What follows belongs to an exercise in optimizing a design on an open flow for small area, a short achievable clock period and few clock cycles; a production flow would make more cautious choices. At most, simulation tests tie the RTL to the original design; equivalence was not proved. For runs 1 to 3, only the layout was checked, not whether the RTL still works. Power is estimated from default activity; no workload was simulated.

File: design/flow/flow/run.sh
#!/bin/bash
# Standard ORFS layout, with the port buffers made from plain buffers and
# repair_timing asked for more setup margin.
set -euo pipefail
export BUFFER_PORTS_ARGS="-buffer_cell sky130_fd_sc_hd__buf_2"
export SETUP_SLACK_MARGIN=5.3
bash standard.sh > standard.log 2>&1
File: design/flow/standard.sh
#!/bin/bash
# synth_recipe.tcl (not shown) runs the flow's synth.tcl, then flattens the netlist and writes it again
# the make line also repeats each setting of config.mk as NAME=value (left out here)
make -C /OpenROAD-flow-scripts/flow DESIGN_CONFIG=/design/flow/config.mk WORK_HOME=/design/flow/orfs CLKGATE_MAP_FILE= SYNTH_SCRIPT=/design/flow/synth_recipe.tcl "${@:-finish}"
File: design/flow/config.mk
export PLATFORM = sky130hd
export DESIGN_NAME = ufs_core
export DESIGN_NICKNAME = ufs_core
export VERILOG_FILES = /design/flow/design.v
export SDC_FILE = /design/flow/constraint.sdc
export NUM_CORES = 4
export LEC_CHECK = 0
export CAP_MARGIN = 20
export CORE_MARGIN = 2
export CORE_UTILIZATION = 65
export CTS_CLUSTER_DIAMETER = 100
export CTS_CLUSTER_SIZE = 28
export SLEW_MARGIN = 20
File: design/flow/constraint.sdc
create_clock -name core_clock -period 8.0 [get_ports {clk}]
set_input_delay 1.6000 -clock core_clock [delete_from_list [all_inputs] [get_ports {clk}]]
set_output_delay 1.6000 -clock core_clock [all_outputs]
set_load 0.01 [all_outputs]
File: design/flow/design.v
module ufs_core (
    input  wire        clk,
    input  wire        rst,
    input  wire        rx_valid,
    input  wire [7:0]  rx_data,
    output wire        rx_ready,
    output reg         tx_valid,
    output wire [7:0]  tx_data,
    input  wire        tx_ready,
    output reg         mem_clr,
    output reg         buf_we,
    output wire [13:0] buf_addr,
    output wire [7:0]  buf_wdata,
    output reg         name_we,
    output wire [5:0]  name_addr,
    output wire [7:0]  name_wdata,
    output reg         st_valid,
    input  wire        st_ready,
    output wire [5:0]  st_name_len,
    output wire [13:0] st_length
);
    reg        rdy;
    reg        v1;
    reg  [7:0] d1;
    wire       fire = rx_valid & rdy;
    assign rx_ready = rdy;
    reg s_seek, s_cmd, s_n, s_name, s_tail, s_dsh, s_dsl, s_dlen, s_ddata, s_cs, s_skip;
    reg        is_s, is_e;       
    reg  [7:0] csum;
    reg  [7:0] rem;              
    reg  [1:0] sc;               
    reg        nbig;             
    reg        sbig;             
    reg        eq28;             
    reg        seqh0, seqlo, seq41;
    reg        fok;              
    reg        dv, good;         
    reg        active;
    reg  [5:0] name_len;
    reg [13:0] declared_size;
    assign st_name_len = name_len;
    assign st_length   = declared_size;
    reg [13:0] ad;
    assign buf_addr   = ad;
    assign name_addr  = ad[5:0];
    assign buf_wdata  = d1;
    assign name_wdata = d1;
    reg [503:0] ring;
    reg  [5:0] ph;
    reg        drn1, drn2;
    wire [7:0] r63 = ring[503:496];
    wire       ph_end = (ph == 6'd62);
    wire [5:0] ph_inc = ph_end ? 6'd0 : ph + 6'd1;
    reg        txd7;
    reg  [4:0] txd;
    assign tx_data = {txd7, 2'b00, txd};
    reg  [1:0] tx_n;             
    reg  [1:0] tx_c;             
    wire [7:0] b    = d1;
    wire       hdr  = (b == 8'h81);
    wire       b0   = (b == 8'd0);
    wire       rem1 = (rem == 8'd1);
    wire       sc3  = (sc == 2'd3);
    wire p_seek  = v1 & s_seek;
    wire p_cmd   = v1 & s_cmd;
    wire p_n     = v1 & s_n;
    wire p_name  = v1 & s_name;
    wire p_tail  = v1 & s_tail;
    wire p_dsh   = v1 & s_dsh;
    wire p_dsl   = v1 & s_dsl;
    wire p_dlen  = v1 & s_dlen;
    wire p_ddata = v1 & s_ddata;
    wire p_cs    = v1 & s_cs;
    wire p_skip  = v1 & s_skip;
    wire c90 = (b == 8'h90);
    wire c91 = (b == 8'h91);
    wire c92 = (b == 8'h92);
    wire n_skip = (b >= 8'd249);
    wire d_skip = (b >= 8'd251);
    wire ns_seek  = (s_seek & ~(v1 & hdr)) | p_cs | (p_skip & rem1);
    wire ns_cmd   = (p_seek & hdr) | (s_cmd & ~v1);
    wire ns_n     = (p_cmd & c90) | (s_n & ~v1);
    wire ns_name  = (p_n & ~n_skip & ~b0) | (s_name & ~(v1 & rem1));
    wire ns_tail  = (p_cmd & c92) | (p_n & b0) | (p_name & rem1) | (s_tail & ~(v1 & sc3));
    wire ns_dsh   = (p_cmd & c91) | (s_dsh & ~v1);
    wire ns_dsl   = p_dsh | (s_dsl & ~v1);
    wire ns_dlen  = p_dsl | (s_dlen & ~v1);
    wire ns_ddata = (p_dlen & ~d_skip & ~b0) | (s_ddata & ~(v1 & rem1));
    wire ns_cs    = (p_tail & sc3) | (p_dlen & b0) | (p_ddata & rem1) | (s_cs & ~v1);
    wire ns_skip  = (p_cmd & ~c90 & ~c91 & ~c92) | (p_n & n_skip) | (p_dlen & d_skip) |
                    (s_skip & ~(v1 & rem1));
    wire n_ok     = (b[7:6] == 2'b00) & ~b0;               
    wire size_ok  = ~sbig & ~(eq28 & ~b0);
    wire commit   = p_tail & sc3 & is_s & ~nbig & size_ok;
    wire fok_dlen = active & (seqlo | (seq41 & b0));
    wire nbig_nx  = p_n ? (b[7:6] != 2'b00) : nbig;
    wire fok_nx   = p_dlen ? fok_dlen : fok;
    wire ins     = p_name & active & ~nbig;
    wire take_name = fire & ns_name;
    wire take_data = fire & ns_ddata;
    wire take_size0 = fire & ((p_n & b0) | (p_name & rem1) | (s_tail & ~v1 & (sc == 2'd0)));
    wire [1:0] ncode   = {is_s & good, ~good};   
    wire       st_set  = dv & is_e & good;
    wire       st_nxt  = st_set | (st_valid & ~st_ready);
    wire       drn_set = dv & is_s & fok & good & active;
    wire       drn_nxt = drn_set | drn1 | (drn2 & ~ph_end);
    wire xfer     = tx_valid & tx_ready;
    wire tx_last  = xfer & (tx_n == 2'd0);
    wire tx_vnx   = dv | (tx_valid & ~tx_last);    
    wire cs_after_take = (p_dlen & (b == 8'd1)) | (p_ddata & (rem == 8'd2)) |
                         (s_ddata & ~v1 & rem1) |
                         (p_tail & (sc == 2'd2)) | (s_tail & ~v1 & sc3) | ns_dlen;
    wire may_cs        = fire ? cs_after_take : ns_cs;
    wire enter_align = p_n & active & n_ok;
    wire in_align    = ns_name & active & ~nbig_nx;
    wire align_hit   = (ph_inc == ad[5:0]) | ((ad[5:0] == 6'd63) & (ph == 6'd61));
    wire align_ok    = enter_align ? (ph == 6'd61) : (fire | align_hit);
    wire stall       = (may_cs & tx_vnx) | st_nxt | drn_nxt;
    wire rdy_nxt     = ~stall & ~(ns_n & active & fire) &
                       (~(enter_align | in_align) | align_ok);
    always @(posedge clk) begin
        d1   <= drn2 ? r63 : rx_data;
        ring <= {ring[495:0], ins ? b : r63};
    end
    always @(posedge clk) begin
        if (rst) begin
            rdy     <= 1'b1;
            v1      <= 1'b0;
            s_seek  <= 1'b1;
            s_cmd   <= 1'b0;  s_n    <= 1'b0;  s_name  <= 1'b0;  s_tail <= 1'b0;
            s_dsh   <= 1'b0;  s_dsl  <= 1'b0;  s_dlen  <= 1'b0;  s_ddata <= 1'b0;
            s_cs    <= 1'b0;  s_skip <= 1'b0;
            dv      <= 1'b0;
            active  <= 1'b0;
            mem_clr <= 1'b0;
            buf_we  <= 1'b0;
            name_we <= 1'b0;
            st_valid <= 1'b0;
            tx_valid <= 1'b0;
            ph      <= 6'd0;
            drn1    <= 1'b0;
            drn2    <= 1'b0;
        end else begin
            rdy     <= rdy_nxt;
            v1      <= fire;
            ph      <= ph_inc;
            s_seek  <= ns_seek;  s_cmd <= ns_cmd;  s_n <= ns_n;  s_name <= ns_name;
            s_tail  <= ns_tail;  s_dsh <= ns_dsh;  s_dsl <= ns_dsl;  s_dlen <= ns_dlen;
            s_ddata <= ns_ddata; s_cs <= ns_cs;    s_skip <= ns_skip;
            dv      <= p_cs;
            mem_clr <= (p_n & ~active & (b[7:6] == 2'b00)) | (dv & is_s & fok & active);
            buf_we  <= take_data & fok_nx;
            name_we <= (take_name & ~active & ~nbig_nx) | (drn2 & (ph < name_len));
            if (dv) begin
                if (is_s) begin
                    if (fok) active <= good;
                end else if (is_e) begin
                    active <= 1'b0;
                end
            end
            if (st_set) st_valid <= 1'b1;
            else if (st_ready) st_valid <= 1'b0;
            if (drn_set) drn1 <= 1'b1;
            if (drn1 & ph_end) begin drn1 <= 1'b0; drn2 <= 1'b1; end
            if (drn2 & ph_end) drn2 <= 1'b0;
            tx_valid <= tx_vnx;
        end
    end
    wire [7:0] ad_base = (p_n | p_dlen) ? 8'hff : ad[7:0];
    always @(posedge clk) begin
        if (v1) begin
            if (s_seek) csum <= 8'h81;
            else        csum <= csum + b;
        end
        if (p_cmd) begin
            is_s <= c90;
            is_e <= c92;
            fok  <= active;                  
            sc   <= 2'd2;
            rem  <= 8'd255;                  
        end
        if (p_n) begin
            nbig <= (b[7:6] != 2'b00);
            sbig <= 1'b0;
            sc   <= 2'd0;
            rem  <= n_skip ? 8'd254 : b;
        end
        if (p_name)  rem <= rem - 8'd1;
        if (p_tail) begin
            sc <= sc + 2'd1;
            if (sc == 2'd0 || sc == 2'd1) sbig <= sbig | ~b0;
            if (sc == 2'd2) begin
                sbig <= sbig | (b > 8'h28);
                eq28 <= (b == 8'h28);
            end
            if (sc3 && is_s) fok <= commit;
        end
        if (commit) begin
            name_len      <= ad[5:0];
            declared_size <= {ad[13:8], b};
        end
        if (p_dsh) seqh0 <= b0;
        if (p_dsl) begin
            seqlo <= seqh0 & ~b0 & (b <= 8'd40);
            seq41 <= seqh0 & (b == 8'd41);
        end
        if (p_dlen) begin
            fok  <= fok_dlen;
            rem  <= d_skip ? 8'd252 : b;
        end
        if (p_ddata) rem <= rem - 8'd1;
        if (p_skip)  rem <= rem - 8'd1;
        if (p_cs)    good <= (csum == b) & fok;
        if (take_name | take_data | take_size0) ad[7:0] <= ad_base + 8'd1;
        else                       ad[7:0] <= ad_base;
        if (p_tail & (sc == 2'd2)) ad[13:8] <= b[5:0];
        if (p_dsl)                 ad[13:8] <= b[5:0] - 6'd1;
        if (drn2)                  ad[5:0]  <= ph;
        if (xfer & (tx_n != 2'd0)) begin
            tx_n <= tx_n - 2'd1;
            {txd7, txd} <= (tx_n == 2'd2) ? {1'b1, 5'h13 + {3'd0, tx_c}} : {1'b0, 5'h14 + {3'd0, tx_c}};
        end else if (dv) begin
            tx_n <= 2'd2;
            {txd7, txd} <= 6'h21;
            tx_c <= ncode;
        end
    end
endmodule
==> results of run 1 <==
per-layer routing:
metal  vias to the layer above  track usage  wire, um
met2                       150        0.314     11200
met5                         -            0        13
li1                       3697            -         -
met1                      3458        0.294     12300
met4                         2       0.0525       501
met3                        36       0.0344      1160
worst paths after layout:
check,depth (start not counted),slack [ns],endpoint
worst max-delay path,1,5.25,buf_addr[11]
worst min-delay path,0,0.32,ring[238]
worst max register to register,8,5.40,ad[4]
worst min register to register,0,0.32,ring[238]
cells in the mapped netlist, drive strengths merged, types with 3 or more instances:
cell and instances:
a211oi 7, a21o 4, a21oi 31, a22oi 8, a31oi 3, a32oi 3
and2 10, and3 7, buf 22, clkbuf 15, dfxtp 551, edfxtp 60
ha 31, inv 34, mux2 15, nand2 47, nand2b 3, nand3 10
nand4 5, nor2 53, nor2b 8, nor3 22, nor4 4, o211ai 3
o21ai 23, or2 3, or3 6, or4 4, xnor2 17, xor2 10
final cells by class:
class,count,share of cell area
clock buffers,35,0.0382
clock inverters,2,0.000782
inverters,34,0.00768
multi-input cells,376,0.152
flip-flops and latches,611,0.733
well taps,319,0.0227
repair buffers,114,0.0456
metrics by stage:
| step | util | setup slack, ns | total power [uW] | area [um^2] | hold slack (ns) |
|---|---|---|---|---|---|
| after detailed placement | 0.694 | 5.04 | 3320 | 16400 | 0.312 |
| after global placement | 0.694 | 5.04 | 3310 | 16400 | 0.310 |
| after global routing | 0.745 | 5.19 | 4890 | 17600 | 0.333 |
| after CTS | 0.735 | 5.22 | 4740 | 17300 | 0.325 |
| after floorplan | - | 5.24 | 3280 | 15800 | 0.310 |
| final | 0.745 | 5.25 | 4730 | 17600 | 0.322 |
kinds of logic after synthesis:
family	count (synthesis)
fa+ha+maj	32
flops	611
other cells	1
xor+xnor	27
mux	17
simple gates	191
compound gates	106
buf+inv	71
state kept, by name, summed over array words and instances (netlist names), 2 cells and up, named ones only:
name	flops
tx_n	2
txd	4
ring	504
declared_size	14
name_len	6
sc	2
rem	8
csum	8
ad	14
tx_c	2
d1	8
ph	6
power by group:
part	switching, uW	leakage [uW]	total (uW)	internal [uW]
logic	85.2	0.00165	169	84.0
clock network	845	0.000334	1440	593
registers	21.3	0.00499	3120	3100
total	951	0.00698	4730	3780
what timing repair did:
action / 4_1_cts / 5_1_grt
setup endpoints to repair: 56 / 73
hold buffers: 0 / 0
gates resized for setup: 45 / 31
pin swaps: 0 / 6
setup buffers: 21 / 11
==> results.txt, run 1 <==
status timing/DRC/antenna clean; Peak VDD IR 274 uV; non-filler instance count after layout 1491; Avg Inst Size Synth 14.9 um^2; clock-pin slew on the worst setup and hold paths 0.11 ns; Hold Fails Final Rpt 0; CTS Buf Count 25; Fmax roughly 360 MHz; CTS max path bufs 3; DR DRC count 0; 1st-pass router iterations 4; Setup Skew approximately 0.017 ns; most frequent cells in the layout 533 x dfxtp_1, 60 x edfxtp_1, 56 x buf_2; post-synthesis sequential area ratio 0.817; RSZ-0062 raised after global routing yes; min-delay worst type register to register; worst path buffer plus inverter count 1; total grt overflow 0; crit-path max cell delay 0.43 ns; slew at the pin closest to its max-slew limit 0.803 ns; Synth Area in XOR/XNOR 0.0151; Area growth syn-to-layout 12.0%; CP startpoint kind register; top-area cell type share of the netlist area 0.702; largest family of logic cells by synthesized area simple AND/OR/NAND/NOR gates; adder-cell share of the synthesized area 0.0260; Die X ~160 um; critical-path cell list buf_2; gr usage total 0.201; CP max-delay cell edfxtp_1; global-route wire length before repair approximately 40000 um; CP max FO 2; vias 7343; H-Tree Depth 1; WL/cell 16.9 um; Worst-Skew Late Latency between 0.5 and 0.6 ns; vias per std cell 4.92; flop and latch count out of synthesis 611; post-route ant nets 0; Core ar. 23600 um^2; power per standard cell area 269 nW/um^2; n_diodes 0; die area about 25000 um^2; Yosys Warn Count 1; Final period util 0.344; WP data required 6.40 ns; Worst slew margin 0.459; Compound-Gate Fraction of Synth Area 0.0471; ys flop type dfxtp_1; initial antenna violation count 1; HPWL Detailed 14900 um; async set-or-reset flop fraction in the synthesized netlist 0; CTS tree yes; commonest non-fill, non-tap cell in the layout dfxtp_1; Max-cap violations 0; # rows 56; Initial Utilization 0.665; Synth Area in Simple Gates 0.0615; share of cells above drive strength 1 0.172; fin. max-slew vios 0; flip-flop and latch area 12900 um^2; Placed Instances 1422; setup TNS 0 ns; vias in the first global route 7484; Synth area leaders dfxtp_1 70%, edfxtp_1 11%, ha_1 2.5%; largest net degree at the start of global routing 35; # fillers 1445; Setup-failing EPs final 0; Setup crit start ad[11]; critical path class register to output pin; Critical Path AT 1.15 ns; CP Capture Type output pin; Pleak around 0.007 uW; dominant cell type by area after synthesis dfxtp_1; Synth Cell Area about 16000 um^2; Final min period between 2 and 3 ns; worst min-delay path startpoint ring[230]; Syn Inst Count 1056; Top-Level Pins 83; EDFF count, synth 60; clock sink total 611; Yosys cell types 71; worst r2r src d1[1]; port buffer count 79; CP delay by family, top flip-flops; Die Y 159 um; multi-input logic area 2680 um^2; mux contribution to synthesized area 0.0120; CTS root buf clkbuf_16; GPL Wtd Cong 0.857; nets roughly 1200; DRT iter0 DRCs 440; drt total wl 25200 um
==> run 2: changes to the inputs <==
--- a/design/flow/config.mk
+++ b/design/flow/config.mk
@@ -9,5 +9,5 @@
 export CORE_MARGIN = 2
 export CORE_UTILIZATION = 65
 export CTS_CLUSTER_DIAMETER = 100
-export CTS_CLUSTER_SIZE = 28
+export CTS_CLUSTER_SIZE = 31
 export SLEW_MARGIN = 20
==> run 2 against run 1 <==
Clock-buffer cell count is 2 lower. First-iteration DRC count is 13% higher. Sequential share of layout area is 0.067 points higher. Die area stayed put. Register-to-register slack worse by 0.06 ns. Hold slack better by 0.0066 ns. Via count is 0.89% higher. Routed wire length is 0.42% higher. Non-clock buffer count is 2 higher. Largest power group unchanged.
==> results.txt, run 2 <==
status timing/DRC/antenna clean; Die Y 159 um (unchanged); worst path buffer plus inverter count 1 (unchanged); vias in the first global route 7433 (-0.68%); RSZ-0062 raised after global routing yes; Yosys Warn Count 1 (unchanged); post-synthesis sequential area ratio 0.817 (unchanged); fin. max-slew vios 0 (unchanged); crit-path max cell delay 0.43 ns (about the same); Top reg by flops ring; Die X 159 um (unchanged); share of cells above drive strength 1 0.170 (-0.00256); total grt overflow 0 (unchanged); critical path class register to output pin; async set-or-reset flop fraction in the synthesized netlist 0 (unchanged); post-route ant nets 0 (unchanged); Yosys cell types 71 (unchanged); Fmax 363 MHz (about the same); vias 7408 (+0.89%); largest net degree at the start of global routing 35 (unchanged); global-route wire length before repair 40300 um (-0.58%); Top Registers ring (504), ad (14), declared_size (14); power per standard cell area 267 nW/um^2 (-0.51%); CP startpoint kind register; M2 GR Usage 0.314 (about the same); most common cell in the synthesized netlist dfxtp_1; GRT met1 Usage 0.290 (-0.00396); WL/cell 16.9 um (+0.42%); CTS Buf Count 23 (-8.0%); Max-cap violations 0 (unchanged); port buffer count 79 (unchanged); n_diodes 0 (unchanged); Worst-Skew Late Latency 0.57 ns (about the same); dominant cell type by area after synthesis dfxtp_1; CP Capture Type output pin; Final period util 0.344 (about the same); Commonest cells post-synth 551 x dfxtp_1, 60 x edfxtp_1, 52 x nor2_1; HPWL Detailed 14900 um (unchanged); ys flop type dfxtp_1; EDFF count, synth 60 (unchanged); CTS Hold Buffers Added 0 (unchanged); Top-Level Pins 83 (unchanged); CP delay by family, top flip-flops; Core ar. 23600 um^2 (unchanged); vias per std cell 4.97 (+0.89%); Area growth syn-to-layout 11.9% (about the same); CTS root buf clkbuf_16; Final min period 2.75 ns (+0.00217 ns); Pwr Total 4700 uW (-0.60%); min-delay worst type register to register; Setup Skew 0.0170 ns (+0.000352 ns); Worst slew margin 0.463 (+0.00410); top-area cell type share of the netlist area 0.702 (unchanged); Power Internal 3740 uW (-1.0%); met3 Use GR 0.0313 (-0.00313); H-Tree Depth 1 (unchanged); clock-pin slew on the worst setup and hold paths 0.11 ns (about the same); worst min-delay path startpoint ring[218]; initial antenna violation count 1 (unchanged); CTS max path bufs 3 (unchanged); Peak VDD IR 247 uV (-9.9%); switching share of total power 0.204 (+0.00319); DRT iter0 DRCs 498 (+13%); Combinational Power Share 0.038 (+0.002); flop and latch count out of synthesis 611 (unchanged); Hold Fails Final Rpt 0 (unchanged); GPL Wtd Cong 0.857 (unchanged); worst r2r src rem[4]; gr busiest metal met2; WP data required 6.40 ns (about the same); Clock power frac 0.298 (-0.006); Critical Path AT 1.15 ns (about the same); die area 25400 um^2 (unchanged); critical-path cell list buf_2; most frequent cells in the layout 533 x dfxtp_1, 60 x edfxtp_1, 52 x nor2_1; DR DRC count 0 (unchanged); Synth Cell Area 15700 um^2 (unchanged); net switching power 961 uW (+0.98%); nets 1207 (unchanged); setup TNS 0 ns (unchanged); max reg flops 504 (unchanged); Initial Utilization 0.665 (unchanged); slew at the pin closest to its max-slew limit 0.797 ns (-0.00608 ns); non-filler instance count after layout 1491 (unchanged); Synth area leaders dfxtp_1 70%, edfxtp_1 11%, ha_1 2.5%; Syn Inst Count 1056 (unchanged); Pleak 0.00699 uW (+0.13%); Setup-failing EPs final 0 (unchanged); drt total wl 25300 um (+0.42%); # fillers 1437 (-0.55%); CP max-delay cell edfxtp_1; clock sink total 611 (unchanged); CP max FO 2 (unchanged); Setup crit start ad[11]; Place WS 5.04 ns (unchanged); 1st-pass router iterations 6 (+2); gr usage total 0.199 (-0.00178); Avg Inst Size Synth 14.9 um^2 (unchanged); sequential share of power 0.664 (+0.004); # rows 56 (unchanged); worst setup margin 5.25 ns (-0.00217 ns); CTS tree yes; Placed Instances 1422 (unchanged); post-layout util 0.745 (about the same); commonest non-fill, non-tap cell in the layout dfxtp_1
-- run 2: cell counts after synthesis --
Identical to the previous run, type by type.
-- run 2: area by class of cell --
type                    count  area, um^2  share of cell area
flip-flops and latches    611       12900               0.733
multi-input cells         376        2670               0.152
repair buffers            116         848              0.0482
clock buffers              33         613              0.0349
well taps                 319         399              0.0227
inverters                  34         128             0.00726
clock inverters             2        31.3             0.00178
-- run 2: worst paths after layout --
check	endpoint	slack, ns	cells past startpoint
worst max-delay path	buf_addr[11]	5.25	1
worst min-delay path	ring[226]	0.33	0
worst max register to register	ad[4]	5.34	7
worst min register to register	ring[226]	0.33	0
-- run 2: repair_timing --
| item | CTS | global route |
|---|---|---|
| resized for setup | 51 | 27 |
| setup buffers | 24 | 10 |
| cloned | 0 | 0 |
| endpoints found under the setup margin | 56 | 75 |
| pin swaps | 0 | 5 |
-- run 2: metrics by stage --
step | instance area, um^2 | hold WS (ns)
detailed placement | 16400 | 0.312
finish | 17600 | 0.328
CTS | 17400 | 0.329
floorplan | 15800 | 0.310
global placement | 16400 | 0.310
global route | 17600 | 0.332
-- run 2: cells by family after synthesis --
logic type / synth area share
flops: 0.817
simple gates: 0.0615
compound gates: 0.0471
buf+inv: 0.0214
fa+ha+maj: 0.0260
xor+xnor: 0.0150
mux: 0.0120
other cells: 0.000239
-- run 2: layer usage --
layer	part of all wire	wire length, um
met1	0.48	12200
met2	0.45	11400
met3	0.042	1060
met4	0.023	582
met5	0.00051	13
-- run 2: power groups by stage --
stage | sequential [uW] | clock, uW | combinational [uW]
after floorplan | 3190 | 0 | 88.2
after global placement | 3200 | 0 | 112
after detailed placement | 3200 | 0 | 114
after CTS | 3120 | 1430 | 156
after global routing | 3130 | 1520 | 193
final | 3120 | 1400 | 178
-- run 2: worst register-to-register path: cells and delay by family, from the launching register on --
| family | cells | cell delay [ns] |
|---|---|---|
| and+or+nand+nor | 3 | 1.23 |
| AOI/OAI and AO/OA | 4 | 0.89 |
| DFF | 1 | 0.44 |
==> run 3: changes to the inputs <==
==> design/flow/flow/run.sh (replaced) <==
#!/bin/bash
# Standard ORFS layout, with the port buffers made from plain buffers and
# repair_timing asked for more setup margin.
set -euo pipefail
export BUFFER_PORTS_ARGS="-buffer_cell sky130_fd_sc_hd__buf_2"
export SETUP_SLACK_MARGIN=5.2
bash standard.sh > standard.log 2>&1
--- a/design/flow/config.mk
+++ b/design/flow/config.mk
@@ -9,5 +9,5 @@
 export CORE_MARGIN = 2
 export CORE_UTILIZATION = 65
 export CTS_CLUSTER_DIAMETER = 100
-export CTS_CLUSTER_SIZE = 31
+export CTS_CLUSTER_SIZE = 28
 export SLEW_MARGIN = 20
==> run 3 against run 2 <==
Still clean. Sequential power hardly changed. Clock-buffer cell count is 1 higher. Critical path depth stayed put. Flip-flop and latch count stayed put. Fmax is 0.59% lower. Power is 0.26% higher. First-iteration DRC count is 2.0% lower. Via count is 0.63% lower. Routed wire length is 1.3% lower. Largest cell class unchanged. Largest power group unchanged. Highest routed layer is now met4.
==> results.txt, run 3 <==
crit-path max cell delay 0.44 ns (about the same); nets 1186 (-1.7%); Synth Area in XOR/XNOR 0.0151 (unchanged); # fillers 1520 (+5.8%); status timing/DRC/antenna clean; port buffer count 79 (unchanged); # rows 56 (unchanged); total grt overflow 0 (unchanged); n_diodes 0 (unchanged); post-synthesis sequential area ratio 0.817 (unchanged); power per standard cell area 274 nW/um^2 (+2.5%); worst r2r src rem[4]; most common cell in the synthesized netlist dfxtp_1; critical-path cell list buf_6; EDFF count, synth 60 (unchanged); clock-pin slew on the worst setup and hold paths 0.11 ns (about the same); DRT iter0 DRCs 488 (-2.0%); CP max-delay cell edfxtp_1; die area 25400 um^2 (unchanged); Max-cap violations 0 (unchanged); adder-cell share of the synthesized area 0.0260 (unchanged); CTS Hold Buffers Added 0 (unchanged); gr usage total 0.196 (-0.00326); 1st-pass router iterations 5 (-1); slew at the pin closest to its max-slew limit 0.780 ns (-0.0172 ns); setup TNS 0 ns (unchanged); Pleak 0.00683 uW (-2.3%); Die Y 159 um (unchanged); most frequent cells in the layout 536 x dfxtp_1, 78 x buf_2, 60 x edfxtp_1; hold_ws 0.325 ns (-0.00344 ns); worst min-delay path endpoint ring[342]; Commonest cells post-synth 551 x dfxtp_1, 60 x edfxtp_1, 52 x nor2_1; Compound-Gate Fraction of Synth Area 0.0471 (unchanged); largest net degree at the start of global routing 35 (unchanged); CP Capture Type output pin; vias 7361 (-0.63%); max reg flops 504 (unchanged); Top Metal Used met4; post-layout util 0.729 (-0.0160); vias per std cell 5.01 (+0.85%); Top Registers ring (504), ad (14), declared_size (14); fin. max-slew vios 0 (unchanged); largest family of logic cells by synthesized area simple AND/OR/NAND/NOR gates; Yosys cell types 71 (unchanged); met1 wire length 12000 um (-1.9%); WL/cell 17.0 um (+0.16%); CP delay by family, top flip-flops; RSZ-0062 raised after global routing yes; async set-or-reset flop fraction in the synthesized netlist 0 (unchanged); Setup-failing EPs final 0 (unchanged); Worst-Skew Late Latency 0.58 ns (about the same); CP startpoint kind register; Peak VDD IR 244 uV (-1.5%); flip-flop and latch area 12900 um^2 (about the same); min-delay worst type register to register; Avg Inst Size Synth 14.9 um^2 (unchanged); met2 WL 11100 um (-2.6%); clock sink total 611 (unchanged); Yosys Warn Count 1 (unchanged); dominant cell type by area after synthesis dfxtp_1; CTS max path bufs 3 (unchanged); vias in the first global route 7332 (-1.4%); Hold Path Stages 0 (unchanged); H-Tree Depth 1 (unchanged); ys flop type dfxtp_1; flop and latch count out of synthesis 611 (unchanged); Initial Utilization 0.665 (unchanged); Synth area leaders dfxtp_1 70%, edfxtp_1 11%, ha_1 2.5%; Area growth syn-to-layout 9.51%; Syn Inst Count 1056 (unchanged); Hold Fails Final Rpt 0 (unchanged); worst min-delay path startpoint ring[334]; Worst slew margin 0.480 (+0.0171); top-area cell type share of the netlist area 0.702 (unchanged); Fmax 361 MHz (-0.59%); Final period util 0.346 (+0.00203); global-route wire length before repair 39800 um (-1.4%); Synth Cell Area 15700 um^2 (unchanged); commonest non-fill, non-tap cell in the layout dfxtp_1; Core ar. 23600 um^2 (unchanged); CTS Buf Count 25 (+8.7%); mux contribution to synthesized area 0.0120 (unchanged); CP max FO 2 (unchanged); Top-Level Pins 83 (unchanged); drt total wl 24900 um (-1.3%); Final min period 2.77 ns (+0.0162 ns); Critical Path AT 1.17 ns (+0.02 ns); critical path class register to output pin; R2R depth 7 (unchanged); reg2reg setup slack 5.26 ns (-0.08 ns); post-route ant nets 0 (unchanged); DR DRC count 0 (unchanged); Synth Area in Simple Gates 0.0615 (unchanged); Top reg by flops ring; WP data required 6.40 ns (about the same); worst path buffer plus inverter count 1 (unchanged); HPWL Detailed 14700 um (-1.4%); CTS root buf clkbuf_16; WL met3 1210 um (+14%); Setup Skew 0.0172 ns (+0.000205 ns); share of cells above drive strength 1 0.147 (-0.0228); CTS tree yes; Crit Reg-Reg Endpoint ad[4]; multi-input logic area 2610 um^2 (-2.4%); initial antenna violation count 1 (unchanged); Die X 159 um (unchanged); GPL Wtd Cong 0.830 (-3.2%)
## run 3: cell counts after synthesis
No cell type changed its count.
## run 3: cells by family (layout without fill, tap and decap cells)
group,Yosys count,count (layout)
buf+inv,71,163
other cells,1,3
fa+ha+maj,32,32
mux,17,17
xor+xnor,27,27
compound gates,106,106
flops,611,611
simple gates,191,191
## run 3: cell type report
type,count,share of cell area
sequential,611,0.749
multi-input combinational,376,0.151
clock buffer,34,0.0383
timing repair buffer,93,0.0293
tap,319,0.0232
inverter,34,0.00742
clock inverter,2,0.00160
## run 3: per-stage QoR
stage | worst slack, ns | cells | cell area (um^2) | power (uW)
after floorplan | 5.23 | 1058 | 15800 | 3280
after global placement | 5.06 | 1422 | 16400 | 3310
after detailed placement | 5.05 | 1422 | 16400 | 3310
after CTS | 5.20 | 1465 | 17100 | 4740
after global routing | 5.17 | 1469 | 17200 | 4860
final | 5.23 | 1469 | 17200 | 4710
## run 3: routing by layer
layer,GRT usage,vias to the layer above
li1,-,3673
met1,0.289,3469
met2,0.306,175
met3,0.0320,44
met4,0.0504,0
met5,0,-
## run 3: how the worst max path moves through the flow
stage / start / end / slack [ns] / cells past startpoint
2_1_floorplan: rx_valid / ad[4] / 5.23 / 5
6_report: ad[12] / buf_addr[12] / 5.23 / 1
3_3_place_gp: rx_valid / ad[4] / 5.06 / 6
4_1_cts: d1[1] / buf_wdata[1] / 5.20 / 1
3_5_place_dp: rx_valid / ad[4] / 5.05 / 6
5_1_grt: ad[12] / buf_addr[12] / 5.17 / 1
## run 3: power breakdown
group	total (uW)	switching [uW]	leakage, uW	internal (uW)
combinational	124	69.5	0.00151	54.7
sequential	3130	25.8	0.00499	3100
clock	1460	875	0.000329	587
## run 3: what timing repair did
| action | 4_1_cts | 5_1_grt |
|---|---|---|
| resized for setup | 22 | 10 |
| endpoints found under the setup margin | 29 | 20 |
| buffers inserted | 7 | 4 |
==> run 4: changes to the inputs <==
--- a/design/flow/design.v
+++ b/design/flow/design.v
@@ -98,7 +98,6 @@
     wire ins     = p_name & active & ~nbig;
     wire take_name = fire & ns_name;
     wire take_data = fire & ns_ddata;
-    wire take_size0 = fire & ((p_n & b0) | (p_name & rem1) | (s_tail & ~v1 & (sc == 2'd0)));
     wire [1:0] ncode   = {is_s & good, ~good};   
     wire       st_set  = dv & is_e & good;
     wire       st_nxt  = st_set | (st_valid & ~st_ready);
@@ -196,7 +195,7 @@
             if (sc3 && is_s) fok <= commit;
         end
         if (commit) begin
-            name_len      <= ad[5:0];
+            name_len      <= ad[5:0] + 6'd1;
             declared_size <= {ad[13:8], b};
         end
         if (p_dsh) seqh0 <= b0;
@@ -211,7 +210,7 @@
         if (p_ddata) rem <= rem - 8'd1;
         if (p_skip)  rem <= rem - 8'd1;
         if (p_cs)    good <= (csum == b) & fok;
-        if (take_name | take_data | take_size0) ad[7:0] <= ad_base + 8'd1;
+        if (take_name | take_data) ad[7:0] <= ad_base + 8'd1;
         else                       ad[7:0] <= ad_base;
         if (p_tail & (sc == 2'd2)) ad[13:8] <= b[5:0];
         if (p_dsl)                 ad[13:8] <= b[5:0] - 6'd1;
==> design/flow/flow/run.sh (replaced) <==
#!/bin/bash
# Standard ORFS layout, with the port buffers made from plain buffers and
# repair_timing asked for more setup margin.
set -euo pipefail
export BUFFER_PORTS_ARGS="-buffer_cell sky130_fd_sc_hd__buf_2"
export SETUP_SLACK_MARGIN=5.1
bash standard.sh > standard.log 2>&1
==> run 4 against run 3 <==
Highest routed layer unchanged. Largest power group unchanged. Synthesized area increased by 1.0%. Critical endpoint is now buf_addr[5]. Still clean. Fmax decreased by 2.2%. Flip-flop and latch count unchanged.
==> results.txt, run 4 <==
1st-pass router iterations 5 (unchanged); post-route ant nets 0 (unchanged); Yosys cell types 70 (-1.4%); Place WS 4.94 ns (-0.109 ns); DR DRC count 0 (unchanged); WL/cell 15.6 um (-8.3%); max reg flops 504 (unchanged); vias per std cell 4.95 (-1.2%); status timing/DRC/antenna clean; global-route wire length before repair 36900 um (-7.3%); top-area cell type share of the netlist area 0.695 (-0.00692); CTS root buf clkbuf_16; min-delay worst type register to register; worst path buffer plus inverter count 1 (unchanged); Area growth syn-to-layout 7.93%; H-Tree Depth 1 (unchanged); Core ar. 24200 um^2 (+2.4%); CTS max path bufs 3 (unchanged); DRT iter0 DRCs 484 (-0.82%); ys flop type dfxtp_1; Die Y 160 um (+0.49%); vias in the first global route 6966 (-5.0%); CTS Buf Count 25 (unchanged); Commonest cells post-synth 551 x dfxtp_1, 60 x edfxtp_1, 50 x nor2_1; crit-path max cell delay 0.49 ns (+0.05 ns); Initial Utilization 0.656 (-0.00906); Top reg by flops ring; share of cells above drive strength 1 0.134 (-0.0129); critical path class register to output pin; WP data required 6.40 ns (about the same); GPL Wtd Cong 0.850 (+2.5%); clock sink total 611 (unchanged); clock-pin slew on the worst setup and hold paths 0.11 ns (about the same); commonest non-fill, non-tap cell in the layout dfxtp_1; critical-path cell list buf_2; die area 25700 um^2 (+0.97%); most common cell in the synthesized netlist dfxtp_1; # rows 57 (+1.8%); flop and latch count out of synthesis 611 (unchanged); Peak VDD IR 237 uV (-2.8%); Syn Inst Count 1070 (+1.3%); post-synthesis sequential area ratio 0.809 (-0.00805); most frequent cells in the layout 540 x dfxtp_1, 79 x buf_2, 60 x edfxtp_1; largest net degree at the start of global routing 36 (+2.9%); CTS Hold Buffers Added 0 (unchanged); vias 7296 (-0.88%); CP max-delay cell dfxtp_1; Setup Skew 0.0151 ns (-0.00216 ns); Pleak 0.00676 uW (-0.94%); slew at the pin closest to its max-slew limit 1.06 ns (+0.280 ns); port buffer count 79 (unchanged); Max-cap violations 0 (unchanged); Fmax 353 MHz (-2.2%); n_diodes 0 (unchanged); Top Registers ring (504), ad (14), declared_size (14); CP max FO 7 (+5); async set-or-reset flop fraction in the synthesized netlist 0 (unchanged); RSZ-0062 raised after global routing no; gr usage total 0.180 (-0.0159); Critical Path AT 1.23 ns (+0.06 ns); total grt overflow 0 (unchanged); Die X 160 um (+0.49%); HPWL Detailed 14400 um (-1.6%); fin. max-slew vios 0 (unchanged); Avg Inst Size Synth 14.8 um^2 (-0.33%); CP Capture Type output pin; Setup-failing EPs final 0 (unchanged); Final min period 2.83 ns (+0.0635 ns); Worst slew margin 0.293 (-0.187); CP startpoint kind register; Top-Level Pins 83 (unchanged); Final period util 0.354 (+0.00794); drt total wl 22900 um (-8.0%); CP delay by family, top flip-flops; setup bufs post-CTS 0 (-7); Synth Cell Area 15900 um^2 (+1.0%); Hold Fails Final Rpt 0 (unchanged); Yosys Warn Count 1 (unchanged); dominant cell type by area after synthesis dfxtp_1; EDFF count, synth 60 (unchanged); hold_ws 0.319 ns (-0.00540 ns); CTS tree yes; worst setup margin 5.17 ns (-0.0635 ns); nets 1184 (-0.17%); power per standard cell area 273 nW/um^2 (-0.45%); Worst-Skew Late Latency 0.55 ns (-0.03 ns); Synth area leaders dfxtp_1 70%, edfxtp_1 11%, ha_1 2.5%; initial antenna violation count 0 (-1); setup TNS 0 ns (unchanged)
==> run 4: worst paths after layout <==
check | to | slack (ns) | start | depth (start not counted)
max reg2reg | ad[5] | 5.40 | d1[1] | 9
min reg2reg | ring[189] | 0.32 | ring[181] | 0
min | ring[189] | 0.32 | ring[181] | 0
max | buf_addr[5] | 5.17 | ad[5] | 1
==> run 4: where the power goes <==
part	total [uW]	internal, uW	switching [uW]
combinational	115	51.8	63.0
sequential	3130	3100	30.9
clock	1430	587	840
total	4670	3740	934
==> run 4: through the flow <==
step	cell area, um^2	power [uW]	instances	util
2_1_floorplan	15900	3290	1072	-
3_3_place_gp	16400	3310	1435	0.679
3_5_place_dp	16400	3310	1435	0.679
4_1_cts	17100	4710	1473	0.708
5_1_grt	17100	4830	1473	0.708
6_report	17100	4670	1473	0.708
==> run 4: layer usage <==
metal / share of wire / routed length, um / GRT usage / vias up
li1: - / - / - / 3668
met1: 0.52 / 11800 / 0.278 / 3421
met2: 0.41 / 9370 / 0.265 / 163
met3: 0.054 / 1230 / 0.0317 / 44
met4: 0.022 / 496 / 0.0487 / 0
met5: 0 / 0 / 0 / -
==> run 4: kinds of logic after synthesis <==
logic type | count (synthesis) | synth area share
compound gates | 111 | 0.0454
xor+xnor | 31 | 0.0171
fa+ha+maj | 33 | 0.0265
buf+inv | 75 | 0.0269
flops | 611 | 0.809
mux | 19 | 0.0132
other cells | 1 | 0.000236
simple gates | 189 | 0.0620
==> run 4: cell type report <==
type	count	area [um^2]
Clock inverter	2	16.3
Fill cell	1602	7050
Clock buffer	36	667
Timing Repair Buffer	81	410
Sequential cell	611	12900
Tap cell	324	405
Multi-Input combinational cell	386	2640
Inverter	33	124
==> run 4: timing repair <==
| action | 4_1_cts | 5_1_grt |
|---|---|---|
| pin swaps | 0 | 0 |
| resized for setup | 16 | 3 |
| endpoints found under the setup margin | 21 | 5 |
Testbench counts of run 4, summed over its fixed seeds: cycles 69,380.
==> run 5: changes to the inputs <==
==> design/flow/flow/run.sh (replaced) <==
#!/bin/bash
# Standard ORFS layout, with the port buffers made from plain buffers and
# repair_timing asked for more setup margin.
set -euo pipefail
export BUFFER_PORTS_ARGS="-buffer_cell sky130_fd_sc_hd__buf_2"
export SETUP_SLACK_MARGIN=5.3
bash standard.sh > standard.log 2>&1
==> run 5 against run 4 <==
Power rose by 0.50%. Sequential power barely moved. Worst setup slack improved by 0.060 ns. Flip-flop and latch count did not move. Critical path type unchanged.
==> results.txt, run 5 <==
worst path buffer plus inverter count 1 (unchanged); # fillers 1583 (-1.2%); WL/cell 15.5 um (-0.35%); Top reg by flops ring; Pleak 0.00689 uW (+1.9%); Syn Inst Count 1070 (unchanged); min-delay worst type register to register; HPWL Detailed 14400 um (unchanged); CTS tree yes; Max-cap violations 0 (unchanged); nets 1206 (+1.9%); Final period util 0.347 (-0.00746); Top-Level Pins 83 (unchanged); DRT iter0 DRCs 470 (-2.9%); Pwr Total 4690 uW (+0.50%); # rows 57 (unchanged); vias 7372 (+1.0%); slew at the pin closest to its max-slew limit 1.11 ns (+0.0521 ns); initial antenna violation count 0 (unchanged); RSZ-0062 raised after global routing yes; Place WS 4.94 ns (unchanged); WP data required 6.40 ns (about the same); DR DRC count 0 (unchanged); global-route wire length before repair 37200 um (+0.99%); post-route ant nets 0 (unchanged); 1st-pass router iterations 7 (+2); dominant cell type by area after synthesis dfxtp_1; most common cell in the synthesized netlist dfxtp_1; GPL Wtd Cong 0.850 (unchanged); Worst-Skew Late Latency 0.56 ns (about the same); CP Capture Type output pin; CTS root buf clkbuf_16; die area 25700 um^2 (unchanged); vias per std cell 4.93 (-0.45%); CTS max path bufs 3 (unchanged); mux contribution to synthesized area 0.0132 (unchanged); power per standard cell area 270 nW/um^2 (-1.0%); Synth Cell Area 15900 um^2 (unchanged); critical path class register to output pin; post-synthesis sequential area ratio 0.809 (unchanged); H-Tree Depth 1 (unchanged); max reg flops 504 (unchanged); drt total wl 23200 um (+1.1%); crit-path max cell delay 0.46 ns (-0.03 ns); total grt overflow 0 (unchanged); setup TNS 0 ns (unchanged); fin. max-slew vios 0 (unchanged); Initial Utilization 0.656 (unchanged); CP max FO 2 (-5); clock-pin slew on the worst setup and hold paths 0.10 ns (about the same); Die X 160 um (unchanged); largest family of logic cells by synthesized area simple AND/OR/NAND/NOR gates; async set-or-reset flop fraction in the synthesized netlist 0 (unchanged); CP max-delay cell edfxtp_1; Yosys Warn Count 1 (unchanged); Hold Fails Final Rpt 0 (unchanged); CP startpoint kind register; flop and latch count out of synthesis 611 (unchanged); Top Registers ring (504), ad (14), declared_size (14); Worst slew margin 0.258 (-0.0348); Synth area leaders dfxtp_1 70%, edfxtp_1 11%, ha_1 2.5%; Avg Inst Size Synth 14.8 um^2 (unchanged); gr usage total 0.182 (+0.00187); Commonest cells post-synth 551 x dfxtp_1, 60 x edfxtp_1, 50 x nor2_1; Yosys cell types 70 (unchanged); vias in the first global route 7063 (+1.4%); Synth Area in XOR/XNOR 0.0171 (unchanged); commonest non-fill, non-tap cell in the layout dfxtp_1; Critical Path AT 1.17 ns (-0.06 ns); largest net degree at the start of global routing 36 (unchanged); CP delay by family, top flip-flops; Final min period 2.77 ns (-0.0597 ns); critical-path cell list buf_6; most frequent cells in the layout 532 x dfxtp_1, 70 x buf_2, 60 x edfxtp_1; ys flop type dfxtp_1; status timing/DRC/antenna clean; top-area cell type share of the netlist area 0.695 (unchanged); EDFF count, synth 60 (unchanged); n_diodes 0 (unchanged); Core ar. 24200 um^2 (unchanged); CTS Hold Buffers Added 0 (unchanged); Fmax 360 MHz (+2.2%); Compound-Gate Fraction of Synth Area 0.0454 (unchanged); Setup-failing EPs final 0 (unchanged); Setup Skew 0.0183 ns (+0.00321 ns); worst setup margin 5.23 ns (+0.0597 ns); Area growth syn-to-layout 9.59%; port buffer count 79 (unchanged); Die Y 160 um (unchanged); CTS Buf Count 25 (unchanged); hold_ws 0.321 ns (+0.00169 ns); share of cells above drive strength 1 0.157 (+0.0231); adder-cell share of the synthesized area 0.0265 (unchanged); Peak VDD IR 237 uV (about the same); clock sink total 611 (unchanged); Synth Area in Simple Gates 0.0620 (unchanged)
## run 5: cell counts after synthesis
No cell type changed its count.
## run 5: area by class of cell
| class | instances | area (um^2) | area share |
|---|---|---|---|
| clock buffers | 36 | 667 | 0.0383 |
| clock inverters | 2 | 16.3 | 0.000935 |
| flip-flops and latches | 611 | 12900 | 0.741 |
| well taps | 324 | 405 | 0.0233 |
| repair buffers | 103 | 632 | 0.0363 |
| multi-input cells | 386 | 2660 | 0.153 |
| inverters | 33 | 124 | 0.00712 |
## run 5: worst paths after layout
check | startpoint | endpoint | slack (ns) | cells past startpoint
worst min register to register | ring[196] | ring[204] | 0.32 | 0
worst min-delay path | ring[196] | ring[204] | 0.32 | 0
worst max-delay path | ad[11] | buf_addr[11] | 5.23 | 1
worst max register to register | d1[0] | ad[5] | 5.36 | 10
## run 5: metrics by stage
stage / cells / instance area (um^2) / util
2_1_floorplan: 1072 / 15900 / -
3_3_place_gp: 1435 / 16400 / 0.679
3_5_place_dp: 1435 / 16400 / 0.679
4_1_cts: 1492 / 17300 / 0.717
5_1_grt: 1495 / 17400 / 0.719
6_report: 1495 / 17400 / 0.719
## run 5: what timing repair did
action / in CTS / in global routing
pin swaps: 0 / 1
resized for setup: 42 / 9
setup buffers: 19 / 3
endpoints found under the setup margin: 55 / 57
## run 5: power by group
part,switching (uW),internal [uW]
Sequential,13.5,3100
Clock,839,587
Combinational,84.6,70.5
## run 5: cells by family (layout without fill, tap and decap cells)
family          after synthesis  count (layout)
other cells                   1               3
simple gates                189             189
xor+xnor                     31              31
mux                          19              19
fa+ha+maj                    33              33
compound gates              111             111
flops                       611             611
buf+inv                      75             174
## run 5: layer usage
| layer | part of all wire | GRT usage | vias to the layer above |
|---|---|---|---|
| li1 | - | - | 3713 |
| met1 | 0.51 | 0.278 | 3461 |
| met2 | 0.42 | 0.271 | 154 |
| met3 | 0.051 | 0.0317 | 44 |
| met4 | 0.022 | 0.0487 | 0 |
| met5 | 0 | 0 | - |
==> run 6: changes to the inputs <==
==> design/flow/flow/run.sh (replaced) <==
#!/bin/bash
# Standard ORFS layout, with the port buffers made from plain buffers and
# repair_timing asked for more setup margin.
set -euo pipefail
export BUFFER_PORTS_ARGS="-buffer_cell sky130_fd_sc_hd__buf_2"
export SETUP_SLACK_MARGIN=5.2
bash standard.sh > standard.log 2>&1
--- a/design/flow/config.mk
+++ b/design/flow/config.mk
@@ -5,6 +5,7 @@
 export SDC_FILE = /design/flow/constraint.sdc
 export NUM_CORES = 4
 export LEC_CHECK = 0
+export ABC_AREA = 1
 export CAP_MARGIN = 20
 export CORE_MARGIN = 2
 export CORE_UTILIZATION = 65
==> run 6 against run 5 <==
Largest power group unchanged. First-iteration DRC count grew 28%. Synthesized area rose by 0.54%. Critical path depth unchanged. Sequential share of layout area shrank 0.48 points. Clock-buffer cell count increased by 1. Routed wire length is 9.4% higher. Register-to-register slack gained 0.14 ns. Clock power is essentially flat. Combinational power about the same. Die area rose by 0.53%. Non-clock buffer count is 6 lower. Critical path type unchanged.
==> results.txt, run 6 <==
status timing/DRC/antenna clean; die area 25800 um^2 (+0.53%); Critical Path AT 1.20 ns (+0.03 ns); fin. max-slew vios 0 (unchanged); total grt overflow 0 (unchanged); Synth area leaders dfxtp_1 69%, edfxtp_1 11%, nand2_1 3.8%; Max-cap violations 0 (unchanged); R2R depth 4 (-6); largest net degree at the start of global routing 30 (-17%); Peak VDD IR 257 uV (+8.6%); Core ar. 24200 um^2 (unchanged); power per standard cell area 271 nW/um^2 (+0.26%); CP max FO 2 (unchanged); setup TNS 0 ns (unchanged); vias 7995 (+8.5%); H-Tree Depth 1 (unchanged); most frequent cells in the layout 536 x dfxtp_1, 160 x nand2_1, 94 x inv_1; end of the critical path buf_addr[9]; DRT iter0 DRCs 603 (+28%); ys flop type dfxtp_1; WP depth 1 (unchanged); Setup crit start ad[9]; Worst slew margin 0.461 (+0.203); commonest non-fill, non-tap cell in the layout dfxtp_1; Die Y 161 um (+0.27%); clock sink total 611 (unchanged); Area growth syn-to-layout 9.58% (about the same); WL/cell 15.4 um (-0.66%); Initial Utilization 0.660 (+0.00357); Final min period 2.80 ns (+0.0291 ns); Place WS 5.01 ns (+0.0754 ns); Syn Inst Count 1212 (+13%); top-area cell type share of the netlist area 0.691 (-0.00376); Yosys Warn Count 1 (unchanged); port buffer count 79 (unchanged); Pleak 0.00733 uW (+6.3%); critical path class register to output pin; Crit Reg-Reg Endpoint name_len[2]; CP startpoint kind register; CP delay by family, top flip-flops; 1st-pass router iterations 5 (-2); Top reg by flops ring; # rows 57 (unchanged); Combinational Power Share 0.032 (about the same); CTS max path bufs 3 (unchanged); Final period util 0.350 (+0.00363); Top-Level Pins 83 (unchanged); RSZ-0062 raised after global routing yes; Avg Inst Size Synth 13.2 um^2 (-11%); min-delay worst type register to register; CTS tree yes; net switching power 975 uW (+4.0%); Worst-Skew Late Latency 0.57 ns (about the same); Setup-failing EPs final 0 (unchanged); n_diodes 0 (unchanged); initial antenna violation count 0 (unchanged); nets 1356 (+12%); worst setup margin 5.20 ns (-0.0291 ns); Setup Skew 0.0255 ns (+0.00720 ns); post-synthesis sequential area ratio 0.804 (-0.00438); critical-path cell list buf_2; GPL Wtd Cong 0.895 (+5.2%); Hold Fails Final Rpt 0 (unchanged); flop and latch count out of synthesis 611 (unchanged); vias in the first global route 7704 (+9.1%); Top Registers ring (504), ad (14), declared_size (14); most common cell in the synthesized netlist dfxtp_1; post-route ant nets 0 (unchanged); CP Capture Type output pin; Clock power frac 0.305 (about the same); crit-path max cell delay 0.46 ns (about the same); slew at the pin closest to its max-slew limit 0.806 ns (-0.305 ns); vias per std cell 4.86 (-1.5%); worst path buffer plus inverter count 1 (unchanged); WP data required 6.40 ns (about the same); CP max-delay cell edfxtp_1; CTS Buf Count 25 (unchanged); CTS root buf clkbuf_16; Yosys cell types 42 (-40%); worst r2r src v1; max reg flops 504 (unchanged); share of cells above drive strength 1 0.135 (-0.0225); async set-or-reset flop fraction in the synthesized netlist 0 (unchanged); CTS Hold Buffers Added 0 (unchanged); dominant cell type by area after synthesis dfxtp_1; DR DRC count 0 (unchanged); global-route wire length before repair 40700 um (+9.4%); Synth Cell Area 16000 um^2 (+0.54%); drt total wl 25400 um (+9.4%); HPWL Detailed 15700 um (+9.0%); switching share of total power 0.206 (+0.00639); gr usage total 0.199 (+0.0177); EDFF count, synth 60 (unchanged); reg2reg setup slack 5.50 ns (+0.14 ns); clock-pin slew on the worst setup and hold paths 0.11 ns (about the same); Commonest cells post-synth 551 x dfxtp_1, 160 x nand2_1, 94 x inv_1; Fmax 357 MHz (-1.0%); Power Internal 3760 uW (about the same); sequential share of power 0.663 (about the same); Die X 161 um (+0.27%)
## run 6: cell count changes after synthesis, sizes merged, moves of 10 or more
cell,change
nor2,+20
clkbuf,-10
xnor2,-15
nand2,+127
inv,+72
mux2,-15
o21ai,+17
nand3,+34
nor3,-15
## run 6: repair_timing
action,in CTS,in global routing
buffers inserted,8,9
gates resized for setup,23,4
gates cloned,1,0
pin swaps,1,0
endpoints found under the setup margin,51,21
## run 6: cell families (layout without fill, tap and decap cells)
| logic type | Yosys count | after routing | synth area share |
|---|---|---|---|
| adder cells (fa/ha/maj) | 33 | 33 | 0.0263 |
| buffers and inverters | 133 | 240 | 0.0365 |
| multiplexers | 1 | 1 | 0.000706 |
| AND/OR/NAND/NOR | 316 | 316 | 0.0873 |
| other | 1 | 3 | 0.000235 |
| AO/OA/AOI/OAI | 100 | 101 | 0.0353 |
| XOR/XNOR | 17 | 17 | 0.00933 |
| flip-flops | 611 | 611 | 0.804 |
## run 6: worst reg2reg max path: cells and delay by family, from the launching register on
kind | cells | cell delay (ns)
AOI/OAI and AO/OA | 1 | 0.75
buffers and inverters | 1 | 0.15
and+or+nand+nor | 2 | 0.55
DFF | 1 | 0.69
## run 6: worst min-delay path by stage
stage | from | end | slack, ns | cells past startpoint
global placement | ring[106] | ring[114] | 0.31 | 0
CTS | ring[261] | ring[269] | 0.33 | 0
finish | ring[493] | ring[501] | 0.33 | 0
floorplan | ring[92] | ring[100] | 0.31 | 0
detailed placement | ring[312] | ring[320] | 0.31 | 0
global route | ring[392] | ring[400] | 0.33 | 0
## run 6: cell type report
cell class | instances | area (um^2)
inverter | 104 | 390
sequential | 611 | 12900
clock buffer | 37 | 671
fill | 1660 | 6690
clock inverter | 2 | 27.5
tap | 324 | 405
timing repair buffer | 97 | 534
multi-input combinational | 471 | 2580
## run 6: stage by stage
stage | hold slack (ns) | instance area [um^2] | cells | power, uW | util
final | 0.327 | 17500 | 1646 | 4730 | 0.723
after CTS | 0.327 | 17400 | 1637 | 4760 | 0.720
after global placement | 0.310 | 16600 | 1589 | 3350 | 0.686
after floorplan | 0.310 | 16000 | 1214 | 3310 | -
after detailed placement | 0.312 | 16600 | 1589 | 3350 | 0.686
after global routing | 0.332 | 17500 | 1646 | 4890 | 0.723
## run 6: per-layer routing
layer / track usage / wire, um
met2: 0.296 / 10600
met4: 0.0590 / 685
met1: 0.306 / 12700
met3: 0.0313 / 1320
met5: 0 / 0
## run 6: power by group through the flow
stage                     Combinational (uW)  Clock [uW]  Sequential [uW]
after floorplan                          107           0             3200
after global placement                   139           0             3210
after detailed placement                 142           0             3210
after CTS                                147        1470             3140
after global routing                     174        1580             3140
final                                    153        1440             3140
==> run 7: changes to the inputs <==
--- a/design/flow/config.mk
+++ b/design/flow/config.mk
@@ -5,7 +5,6 @@
 export SDC_FILE = /design/flow/constraint.sdc
 export NUM_CORES = 4
 export LEC_CHECK = 0
-export ABC_AREA = 1
 export CAP_MARGIN = 20
 export CORE_MARGIN = 2
 export CORE_UTILIZATION = 65
==> run 7 against run 6 <==
Register-to-register slack worse by 0.07 ns. Die area is 0.53% lower. First-iteration DRC count is 20% lower. Sequential share of layout area is 1.1 points higher. Core utilization is 1.1 points lower. Design area is 1.5% lower. Global-route usage is 1.9 points lower. Power is 1.3% lower. Critical path type unchanged.
==> results.txt, run 7 <==
CTS Buf Count 25 (unchanged); gr usage total 0.181 (-0.0187); Setup Skew 0.0151 ns (-0.0104 ns); Pleak 0.00681 uW (-7.1%); multi-input logic area 2640 um^2 (+2.5%); DRT iter0 DRCs 482 (-20%); DR DRC count 0 (unchanged); CP startpoint kind register; WL/cell 15.5 um (+0.67%); worst r2r src d1[1]; Hold Path Stages 0 (unchanged); reg2reg setup slack 5.43 ns (-0.07 ns); initial antenna violation count 0 (unchanged); switching share of total power 0.199 (-0.00698); dominant cell type by area after synthesis dfxtp_1; CP Capture Type output pin; Top-Level Pins 83 (unchanged); Fmax 361 MHz (+1.2%); nets 1193 (-12%); min-delay worst type register to register; vias per std cell 4.94 (+1.8%); Setup crit start ad[11]; Peak VDD IR 236 uV (-8.3%); Place WS 4.94 ns (-0.0754 ns); async set-or-reset flop fraction in the synthesized netlist 0 (unchanged); CTS max path bufs 3 (unchanged); Final min period 2.77 ns (-0.0332 ns); Compound-Gate Fraction of Synth Area 0.0454 (+0.0101); flop and latch count out of synthesis 611 (unchanged); Initial Utilization 0.656 (-0.00357); Power Internal 3740 uW (-0.44%); worst min-delay path endpoint ring[189]; Commonest cells post-synth 551 x dfxtp_1, 60 x edfxtp_1, 50 x nor2_1; Clock power frac 0.304 (about the same); Top reg by flops ring; total grt overflow 0 (unchanged); most common cell in the synthesized netlist dfxtp_1; net switching power 929 uW (-4.6%); Yosys cell types 70 (+67%); post-layout util 0.712 (-0.0111); CP max-delay cell edfxtp_1; H-Tree Depth 1 (unchanged); drt total wl 23000 um (-9.4%); R2R depth 5 (+1); slew at the pin closest to its max-slew limit 1.07 ns (+0.260 ns); power per standard cell area 271 nW/um^2 (+0.24%); post-route ant nets 0 (unchanged); Synth Area in XOR/XNOR 0.0171 (+0.00778); Worst slew margin 0.288 (-0.172); clock-pin slew on the worst setup and hold paths 0.11 ns (about the same); crit-path max cell delay 0.46 ns (about the same); adder-cell share of the synthesized area 0.0265 (+0.000143); critical-path cell list buf_6; Top Registers ring (504), ad (14), declared_size (14); Setup-failing EPs final 0 (unchanged); WP data required 6.40 ns (about the same); clock sink total 611 (unchanged); Design Area, Final 17200 um^2 (-1.5%); flip-flop and latch area 12900 um^2 (about the same); fin. max-slew vios 0 (unchanged); port buffer count 79 (unchanged); CP max FO 2 (unchanged); hold_ws 0.323 ns (-0.00466 ns); global-route wire length before repair 37000 um (-9.0%); GPL Wtd Cong 0.850 (-5.0%); # fillers 1600 (-3.6%); Crit Reg-Reg Endpoint declared_size[11]; largest family of logic cells by synthesized area simple AND/OR/NAND/NOR gates; share of cells above drive strength 1 0.143 (+0.00871); Final period util 0.346 (-0.00415); # rows 57 (unchanged); CTS root buf clkbuf_16; CTS tree yes; setup TNS 0 ns (unchanged); RSZ-0062 raised after global routing yes; post-synthesis sequential area ratio 0.809 (+0.00438); worst setup margin 5.23 ns (+0.0332 ns); vias 7326 (-8.4%); commonest non-fill, non-tap cell in the layout dfxtp_1; die area 25700 um^2 (-0.53%); Core ar. 24200 um^2 (unchanged); Critical Path AT 1.17 ns (-0.03 ns); CP delay by family, top flip-flops; Avg Inst Size Synth 14.8 um^2 (+13%); worst path buffer plus inverter count 1 (unchanged); critical path class register to output pin; Worst-Skew Late Latency 0.56 ns (about the same); placed cell areas 16400 um^2 (-1.1%); Syn Inst Count 1070 (-12%); worst min-delay path startpoint ring[181]; Combinational Power Share 0.027 (-0.005); top-area cell type share of the netlist area 0.695 (+0.00376); mux contribution to synthesized area 0.0132 (+0.0125); Yosys Warn Count 1 (unchanged); Max-cap violations 0 (unchanged); Area growth syn-to-layout 8.48%; HPWL Detailed 14400 um (-8.3%); CTS Hold Buffers Added 0 (unchanged); 1st-pass router iterations 5 (unchanged); n_diodes 0 (unchanged); Synth Area in Simple Gates 0.0620 (-0.0253); Synth Cell Area 15900 um^2 (-0.54%); vias in the first global route 7015 (-8.9%); Die Y 160 um (-0.26%); Die X 160 um (-0.26%); Hold Fails Final Rpt 0 (unchanged); sequential share of power 0.669 (+0.006); max reg flops 504 (unchanged); status timing/DRC/antenna clean; Synth area leaders dfxtp_1 70%, edfxtp_1 11%, ha_1 2.5%; EDFF count, synth 60 (unchanged); most frequent cells in the layout 537 x dfxtp_1, 78 x buf_2, 60 x edfxtp_1; largest net degree at the start of global routing 36 (+20%); ys flop type dfxtp_1
[run 7: changes by cell type after synthesis, sizes merged, moves of 10 or more]
cell	previous run	this run
clkbuf	5	15
inv	104	32
mux2	1	16
nand2	171	44
nand3	49	15
nor2	70	50
nor3	8	23
o21ai	42	25
xnor2	2	17
[run 7: repair_timing]
action / in CTS / in global routing
endpoints found under the setup margin: 29 / 8
resized for setup: 24 / 3
setup buffers: 6 / 3
[run 7: how the worst max path moves through the flow]
stage                        end  cells past startpoint
finish              buf_addr[11]                      1
global route        buf_addr[11]                      1
CTS                 buf_wdata[7]                      1
detailed placement         ad[5]                      6
global placement           ad[5]                      6
floorplan                  ad[2]                      6
[run 7: cells by family after synthesis]
logic type                 count (synthesis)
DFF                                      611
and+or+nand+nor                          189
AOI/OAI and AO/OA                        111
buffers and inverters                     75
adders and majority gates                 33
xor gates and xnor gates                  31
muxes                                     19
other                                      1
[run 7: stage by stage]
step	total power (uW)	cells
floorplan	3290	1072
global placement	3310	1435
detailed placement	3310	1435
CTS	4710	1479
global route	4830	1482
finish	4670	1482
[run 7: area by class of cell]
class / count / area share
tap: 324 / 0.0235
inverter: 33 / 0.00720
sequential: 611 / 0.748
timing repair buffer: 90 / 0.0281
clock inverter: 2 / 0.000945
multi-input combinational: 386 / 0.154
clock buffer: 36 / 0.0387
[run 7: power by group through the flow]
stage               combinational, uW  sequential [uW]  clock, uW
floorplan                         101             3190          0
global placement                  113             3200          0
detailed placement                115             3200          0
CTS                               125             3120       1460
global route                      140             3130       1570
finish                            126             3120       1420
[run 7: routing by layer]
metal,wire length [um],up-vias,GRT usage
met2,9520,168,0.267
met5,0,-,0
met3,1170,44,0.0317
li1,-,3687,-
met1,11800,3427,0.278
met4,509,0,0.0487
==> run 8: changes to the inputs <==
==> design/flow/flow/run.sh (replaced) <==
#!/bin/bash
# Standard ORFS layout, with the port buffers made from plain buffers and
# repair_timing asked for more setup margin.
set -euo pipefail
export BUFFER_PORTS_ARGS="-buffer_cell sky130_fd_sc_hd__buf_1"
export SETUP_SLACK_MARGIN=5.2
bash standard.sh > standard.log 2>&1
==> run 8 against run 7 <==
Power grew 0.62%. Clock power about the same. Non-clock buffer count up 7. Die area is the same. Sequential share of layout area grew 0.12 points. Routed wire length decreased by 0.41%. Sequential power about the same. Design area is essentially flat. Fmax is 0.29% higher.
==> results.txt, run 8 <==
critical path class register to output pin; Fmax 362 MHz (+0.29%); fin. max-slew vios 0 (unchanged); multi-input logic area 2640 um^2 (-0.24%); worst min-delay path startpoint ring[132]; M2 GR Usage 0.256 (-0.0110); min-delay worst type register to register; async set-or-reset flop fraction in the synthesized netlist 0 (unchanged); Crit Reg-Reg Endpoint ad[5]; most common cell in the synthesized netlist dfxtp_1; # rows 57 (unchanged); total grt overflow 0 (unchanged); 1st-pass router iterations 7 (+2); max reg flops 504 (unchanged); Synth Cell Area 15900 um^2 (unchanged); nets 1200 (+0.59%); CTS tree yes; Syn Inst Count 1070 (unchanged); net switching power 926 uW (-0.41%); top-area cell type share of the netlist area 0.695 (unchanged); CTS root buf clkbuf_16; CP startpoint kind register; CP delay by family, top flip-flops; HPWL Detailed 14200 um (-1.3%); met3 Use GR 0.0338 (+0.00208); Compound-Gate Fraction of Synth Area 0.0454 (unchanged); dominant cell type by area after synthesis dfxtp_1; largest family of logic cells by synthesized area simple AND/OR/NAND/NOR gates; flop and latch count out of synthesis 611 (unchanged); vias per std cell 4.91 (-0.62%); switching share of total power 0.197 (-0.00204); flip-flop and latch area 12900 um^2 (about the same); sequential share of power 0.664 (-0.005); clock sink total 611 (unchanged); Worst slew margin 0.456 (+0.168); worst setup margin 5.24 ns (+0.00797 ns); post-route ant nets 0 (unchanged); die area 25700 um^2 (unchanged); Die Y 160 um (unchanged); GRT met1 Usage 0.281 (+0.00314); Pwr Total 4700 uW (+0.62%); Yosys cell types 70 (unchanged); Die X 160 um (unchanged); critical-path cell list buf_1; Hold Path Stages 0 (unchanged); global-route wire length before repair 36500 um (-1.4%); Avg Inst Size Synth 14.8 um^2 (unchanged); largest net degree at the start of global routing 36 (unchanged); placed cell areas 16300 um^2 (-0.56%); CP max FO 2 (unchanged); slew at the pin closest to its max-slew limit 0.807 ns (-0.259 ns); Yosys Warn Count 1 (unchanged); mux contribution to synthesized area 0.0132 (unchanged); Max-cap violations 0 (unchanged); vias in the first global route 6847 (-2.4%); status timing/DRC/antenna clean; Synth area leaders dfxtp_1 70%, edfxtp_1 11%, ha_1 2.5%; Commonest cells post-synth 551 x dfxtp_1, 60 x edfxtp_1, 50 x nor2_1; Critical Path AT 1.16 ns (about the same); Top Registers ring (504), ad (14), declared_size (14); # fillers 1663 (+3.9%); Top-Level Pins 83 (unchanged); initial antenna violation count 1 (+1); CP max-delay cell edfxtp_1; Initial Utilization 0.656 (unchanged); Final min period 2.76 ns (-0.00797 ns); RSZ-0062 raised after global routing yes; GPL Wtd Cong 0.843 (-0.85%); port buffer count 79 (unchanged); non-filler instance count after layout 1490 (+0.54%); Combinational Power Share 0.028 (about the same); drt total wl 22900 um (-0.41%); DRT iter0 DRCs 508 (+5.4%); H-Tree Depth 1 (unchanged); most frequent cells in the layout 536 x dfxtp_1, 72 x buf_1, 60 x edfxtp_1; Top reg by flops ring; vias 7320 (-0.082%); DR DRC count 0 (unchanged); WP data required 6.40 ns (about the same); worst r2r src d1[1]; reg2reg setup slack 5.46 ns (+0.03 ns); power per standard cell area 273 nW/um^2 (+0.72%); crit-path max cell delay 0.45 ns (about the same); Placed Instances 1436 (+0.070%); Clock power frac 0.308 (+0.004); post-synthesis sequential area ratio 0.809 (unchanged); Setup-failing EPs final 0 (unchanged); Power Internal 3770 uW (+0.88%); R2R depth 9 (+4); commonest non-fill, non-tap cell in the layout dfxtp_1; Setup Skew 0.0156 ns (+0.000529 ns); adder-cell share of the synthesized area 0.0265 (unchanged); WL/cell 15.4 um (-0.94%); CTS max path bufs 3 (unchanged); Hold Fails Final Rpt 0 (unchanged); Synth Area in Simple Gates 0.0620 (unchanged); clock-pin slew on the worst setup and hold paths 0.11 ns (about the same); Synth Area in XOR/XNOR 0.0171 (unchanged); gr usage total 0.179 (-0.00200); worst min-delay path endpoint ring[140]; CP Capture Type output pin; WP depth 1 (unchanged); Pleak 0.00664 uW (-2.5%); Core ar. 24200 um^2 (unchanged); Design Area, Final 17200 um^2 (about the same); worst path buffer plus inverter count 1 (unchanged); Peak VDD IR 295 uV (+25%); setup TNS 0 ns (unchanged); gr busiest metal met1; Worst-Skew Late Latency 0.56 ns (about the same); Area growth syn-to-layout 8.38% (about the same); share of cells above drive strength 1 0.0876 (-0.0558); EDFF count, synth 60 (unchanged); CTS Buf Count 25 (unchanged); Place WS 4.95 ns (+0.0143 ns); ys flop type dfxtp_1; Final period util 0.345 (-0.000996)
run 8: metrics by stage:
stage               utilization  hold WS [ns]
floorplan                     -         0.310
global placement          0.675         0.311
detailed placement        0.675         0.312
CTS                       0.708         0.322
global route              0.711         0.331
finish                    0.711         0.320
run 8: routing by layer:
metal,wire (um),share of wire
met1,11700,0.51
met2,9430,0.41
met3,1360,0.059
met4,411,0.018
met5,0,0
run 8: kinds of logic (layout without fill, tap and decap cells):
family	after synthesis	after routing
adder cells (fa/ha/maj)	33	33
XOR/XNOR	31	31
buffers and inverters	75	168
AO/OA/AOI/OAI	111	111
AND/OR/NAND/NOR	189	189
multiplexers	19	19
flip-flops	611	611
other	1	4
run 8: area by class of cell:
type | count | area share
well taps | 324 | 0.0236
inverters | 33 | 0.00720
multi-input cells | 386 | 0.153
diodes | 1 | 0.000145
clock buffers | 36 | 0.0388
repair buffers | 97 | 0.0256
flip-flops and latches | 611 | 0.749
clock inverters | 2 | 0.00226
run 8: worst max-delay path by stage:
stage,startpoint,to
global route,ad[12],buf_addr[12]
detailed placement,rx_valid,ad[5]
floorplan,rx_valid,ad[2]
CTS,d1[0],buf_wdata[0]
global placement,rx_valid,ad[5]
finish,name_len[5],st_name_len[5]
run 8: power by group through the flow:
stage          Combinational, uW  Clock (uW)  Sequential (uW)
5_1_grt                      146        1600             3130
6_report                     130        1450             3120
2_1_floorplan                101           0             3190
3_5_place_dp                 108           0             3200
4_1_cts                      118        1500             3130
3_3_place_gp                 107           0             3200
run 8: worst register-to-register path, cell delays in order (launching register included):
cell and delay [ns]:
dfxtp_4 0.42, inv_1 0.13, ha_1 0.22, nor3b_2 0.17
nand3b_2 0.26, a32oi_2 0.31, a21o_2 0.34, mux2_2 0.37
o22ai_1 0.13, o21ai_0 0.08
run 8: timing repair:
| action | in CTS | in global routing |
|---|---|---|
| endpoints found under the setup margin | 30 | 17 |
| pin swaps | 0 | 0 |
| resized for setup | 30 | 5 |
| buffers inserted | 5 | 10 |
| hold buffers | 0 | 0 |
